What follows belongs to an exercise in optimizing a design on an open flow for small area; a production flow would make more cautious choices. The RTL was checked by simulation tests, not by an equivalence proof against the original design. No activity file was given, so power comes from the tool's default toggle rates. No driver is modelled on the clock port, so clocking that relies on it looks cheaper here than on a real chip.

== the baseline ==
Design imps_core, start of the top module:
module imps_core (
    input  wire        clk,
    input  wire        rst,
    input  wire [31:0] cfg_ninstr,
    input  wire [31:0] cfg_entry,
    input  wire [15:0] cfg_memsize,
    output wire        imem_req,
    output wire [31:0] imem_addr,
    input  wire        imem_ready,
    input  wire [31:0] imem_rdata,
    output wire        dmem_req,
    output wire        dmem_we,
    output wire [3:0]  dmem_be,
    output wire [15:0] dmem_addr,
    output wire [31:0] dmem_wdata,
    input  wire        dmem_ready,
    input  wire [31:0] dmem_rdata,
    output wire        sys_req,
    output wire [31:0] sys_num,
    output wire [31:0] sys_a0,
    output wire [31:0] sys_a1,
    output wire [31:0] sys_a2,
    input  wire        sys_ack,
    input  wire        sys_wr,
    input  wire [31:0] sys_ret,
    input  wire        sys_fault,
    input  wire [31:0] sys_fault_addr,
    output wire        ret_valid,
    output wire [31:0] ret_pc,
    output wire        ret_we,
    output wire [4:0]  ret_rd,
    output wire [31:0] ret_wdata,
    output wire [1:0]  status,
    output wire [2:0]  fault_code,
    output wire [31:0] fault_info,
    output wire [2:0]  fault_width,
    output wire [31:0] pc_out
);
Size: ~2,300 cells after synthesis, about 1,100 flip-flops, roughly 570 I/O pins.
Settings: LEC_CHECK=0, CAP_MARGIN=20, CORE_MARGIN=2, CORE_UTILIZATION=40, CTS_BUF_LIST=sky130_fd_sc_hd__clkbuf_16, CTS_CLUSTER_DIAMETER=100, CTS_CLUSTER_SIZE=30, PLACE_DENSITY=0.6, SLEW_MARGIN=20; clock period 13.0 ns.
standard.sh (not shown) runs the stock make flow with config.mk's settings and CLKGATE_MAP_FILE= SYNTH_SCRIPT=/design/flow/synth_recipe.tcl, a recipe that flattens the netlist after the stock synthesis.
==> flow/flow/run.sh <==
#!/bin/bash
# Layout flow: the standard ORFS flow (standard.sh: unchanged synthesis,
# floorplan, power grid, placement, CTS, routing) with two layout choices:
#  - the buffers buffer_ports puts on every input and output port are the
#    platform's smallest buffer cell instead of the default choice;
set -euo pipefail
export BUFFER_PORTS_ARGS="-buffer_cell sky130_fd_sc_hd__buf_1"
export CTS_ARGS="-sink_clustering_enable -repair_clock_nets -sink_clustering_size 30 -sink_clustering_max_diameter 100 -buf_list sky130_fd_sc_hd__clkbuf_16 -dont_use_dummy_load"
bash standard.sh > standard_flow.log 2>&1
For the candidate, these inputs were changed with respect to the baseline:
-- flow/design.v --
<<< the baseline, line 31
    output wire [4:0]  ret_rd,
    output wire [31:0] ret_wdata,
    output wire [1:0]  status,
    output wire [2:0]  fault_code,
    output wire [31:0] fault_info,
    output wire [2:0]  fault_width,
>>> the candidate, line 31
    output wire [4:0]  ret_rd,
    output wire [31:0] ret_wdata,
    output reg  [1:0]  status,
    output reg  [2:0]  fault_code,
    output wire [31:0] fault_info,
    output wire [2:0]  fault_width,
<<< the baseline, line 52
        S_PCINC  = 5'b11001,   
        S_OVF    = 5'b11010,   
        S_OVF6   = 5'b11011,   
        S_DEC    = 5'b00001,   
        S_ALIGN  = 5'b00010,   
>>> the candidate, line 52
        S_PCINC  = 5'b11001,   
        S_OVF    = 5'b11010,   
        S_HALT   = 5'b00000,
        S_DEC    = 5'b00001,   
        S_ALIGN  = 5'b00010,   
<<< the baseline, line 60
        S_LHOLD  = 5'b00110,   
        S_SYSREQ = 5'b01000,   
        S_SYSW   = 5'b01001,   
        S_HALT2  = 5'b01010,
        S_HALT3  = 5'b01011,
        S_HALT4  = 5'b01100,
        S_HALT5  = 5'b01101,
        S_HALT6  = 5'b01110,
        S_HALTX  = 5'b01111;
    wire st_pcp   = state[4] & state[3];                   
    wire st_clr   = st_pcp & ~state[1] & ~state[0];
    wire st_pcinc = st_pcp & ~state[1] & state[0];
    wire st_ovf   = st_pcp & state[1];
    wire st_exec  = (state == S_EXEC);
>>> the candidate, line 60
        S_LHOLD  = 5'b00110,   
        S_SYSREQ = 5'b01000,   
        S_SYSW   = 5'b01001;   
    wire st_pcp   = state[4] & state[3];                   
    wire st_clr   = st_pcp & ~state[1] & ~state[0];
    wire st_pcinc = st_pcp & state[0];
    wire st_ovf   = st_pcp & state[1];
    wire st_exec  = (state == S_EXEC);
<<< the baseline, line 184
    always @(*) begin
        case (state)
            S_OVF, S_OVF6: rin = PC[0];
            S_EXEC:  rin = res_exec;
            S_WB2:   rin = cnt[0];
>>> the candidate, line 178
    always @(*) begin
        case (state)
            S_OVF:   rin = PC[0];
            S_EXEC:  rin = res_exec;
            S_WB2:   rin = cnt[0];
<<< the baseline, line 270
            ph     <= 5'd0;
            state  <= S_CLR;
        end else begin
            ph <= ph + 5'd1;
>>> the candidate, line 264
            ph     <= 5'd0;
            state  <= S_CLR;
            status <= ST_RUN;
        end else begin
            ph <= ph + 5'd1;
<<< the baseline, line 279
                    if (p31) begin
                        if (ge_pc) begin
                            state <= S_OVF6;
                        end else
                            state <= S_FETCH;
>>> the candidate, line 274
                    if (p31) begin
                        if (ge_pc) begin
                            state      <= S_OVF;
                            fault_code <= F_FETCH;
                        end else
                            state <= S_FETCH;
<<< the baseline, line 285
                end
                S_OVF: begin
                    if (p31) state <= S_HALT3;
                end
                S_OVF6: begin
                    if (p31) state <= S_HALT6;
                end
                S_FETCH: begin
>>> the candidate, line 281
                end
                S_OVF: begin
                    if (p31) begin
                        state  <= S_HALT;
                        status <= ST_FAULT;
                    end
                end
                S_FETCH: begin
<<< the baseline, line 300
                    capidx <= 3'd7;
                    if (d_cls == C_UNK) begin
                        state <= S_HALT4;
                    end else
                        state <= S_ALIGN;
>>> the candidate, line 296
                    capidx <= 3'd7;
                    if (d_cls == C_UNK) begin
                        state      <= S_HALT;
                        status     <= ST_FAULT;
                        fault_code <= F_UNK;
                    end else
                        state <= S_ALIGN;
<<< the baseline, line 329
                    if (p31) begin
                        if (k_simple) begin
                            state <= (k_ovfck && ovf_now) ? S_OVF : S_PCINC;
                        end else if (k_wb2)
                            state <= S_WB2;
>>> the candidate, line 327
                    if (p31) begin
                        if (k_simple) begin
                            state      <= (k_ovfck && ovf_now) ? S_OVF : S_PCINC;
                            fault_code <= F_OVF;
                        end else if (k_wb2)
                            state <= S_WB2;
<<< the baseline, line 338
                        else if (k_mem) begin
                            if (memfault) begin
                                state <= S_HALT2;
                            end else
                                state <= k_store ? S_SDATA : S_MREQ;
                        end else if (sys_exit) begin
                            state <= S_HALTX;
                        end else if (sys_valid) begin
                            state <= S_SYSREQ;
                        end else begin
                            state <= S_HALT5;
                        end
                    end
>>> the candidate, line 337
                        else if (k_mem) begin
                            if (memfault) begin
                                state      <= S_HALT;
                                status     <= ST_FAULT;
                                fault_code <= F_ADDR;
                            end else
                                state <= k_store ? S_SDATA : S_MREQ;
                        end else if (sys_exit) begin
                            state  <= S_HALT;
                            status <= ST_EXIT;
                        end else if (sys_valid) begin
                            state <= S_SYSREQ;
                        end else begin
                            state      <= S_HALT;
                            status     <= ST_FAULT;
                            fault_code <= F_SYS;
                        end
                    end
<<< the baseline, line 388
                        syswr <= sys_wr;
                        if (sys_fault) begin
                            state <= S_HALT2;
                        end else
                            state <= S_SYSW;
>>> the candidate, line 392
                        syswr <= sys_wr;
                        if (sys_fault) begin
                            state      <= S_HALT;
                            status     <= ST_FAULT;
                            fault_code <= F_ADDR;
                        end else
                            state <= S_SYSW;
<<< the baseline, line 418
    assign sys_a2     = rfv[32*5 +: 32];
    assign ret_valid  = st_pcinc & p0;
    wire halted = ~state[4] & state[3] & (state[2] | state[1]);
    assign status     = halted ? ((state[2:0] == 3'd7) ? ST_EXIT : ST_FAULT) : ST_RUN;
    assign fault_code = state[2:0];
    assign ret_pc     = PC;
    assign ret_we     = (k_simple | k_wb2 | (cls == C_MUL) | k_load | ((cls == C_SYS) & syswr)) &
>>> the candidate, line 424
    assign sys_a2     = rfv[32*5 +: 32];
    assign ret_valid  = st_pcinc & p0;
    assign ret_pc     = PC;
    assign ret_we     = (k_simple | k_wb2 | (cls == C_MUL) | k_load | ((cls == C_SYS) & syswr)) &
Results
Final critical delay including setup and external delays was higher in the candidate than in the baseline.
Row final estimated routing congestion in global placement: the candidate lower / the baseline higher
Initial core utilization: the baseline vs the candidate — no meaningful difference
Sequential share of layout area, the baseline and the candidate, higher one = the candidate.
Peak fanout along the critical path: lower on the candidate
Power on the candidate is behind the baseline.
The baseline -> the candidate: sequential-cell power consumption increased by a little under 10%
The synthesized area on the baseline is in line with that on the candidate.
Any difference in horizontal extent of the die between the baseline and the candidate is small enough to ignore.
Delta (the candidate minus the baseline): sequential cell count of the final layout saw an increase; wire length saw an increase; wire length on met3 saw a decrease.
Comparing the baseline and the candidate, the higher average vias per placed instance is on the candidate.

separate check: timing with driven ports:
No port has a modelled driver above. Below, the same layouts with a new extraction and two added sets of constraints.
Step 1 sets driving cells, clkbuf_16 on the clock port and buf_2 on the other inputs (assumed; they add their load-dependent delay and slew).
Step 2 also shifts input and output timing later by t, the mid clock arrival at the registers, as if the neighbouring blocks saw the same clock.
Slacks: no drivers / after step 1 / after step 2; pairs: no drivers / after step 1.
run | shift t [ns] | setup WS [ns] | worst hold slack (ns) | worst setup path after step 2 | latest minus earliest clock arrival (ns)
the baseline | 0.652 | 7.503 / 7.435 / 7.667 | 0.269 / 0.269 / 0.269 | register to register | 0.099 / 0.099
the candidate | 0.658 | 7.439 / 7.376 / 7.528 | 0.273 / 0.273 / 0.273 | register to register | 0.056 / 0.056
After both steps setup and hold are still met in every run listed.
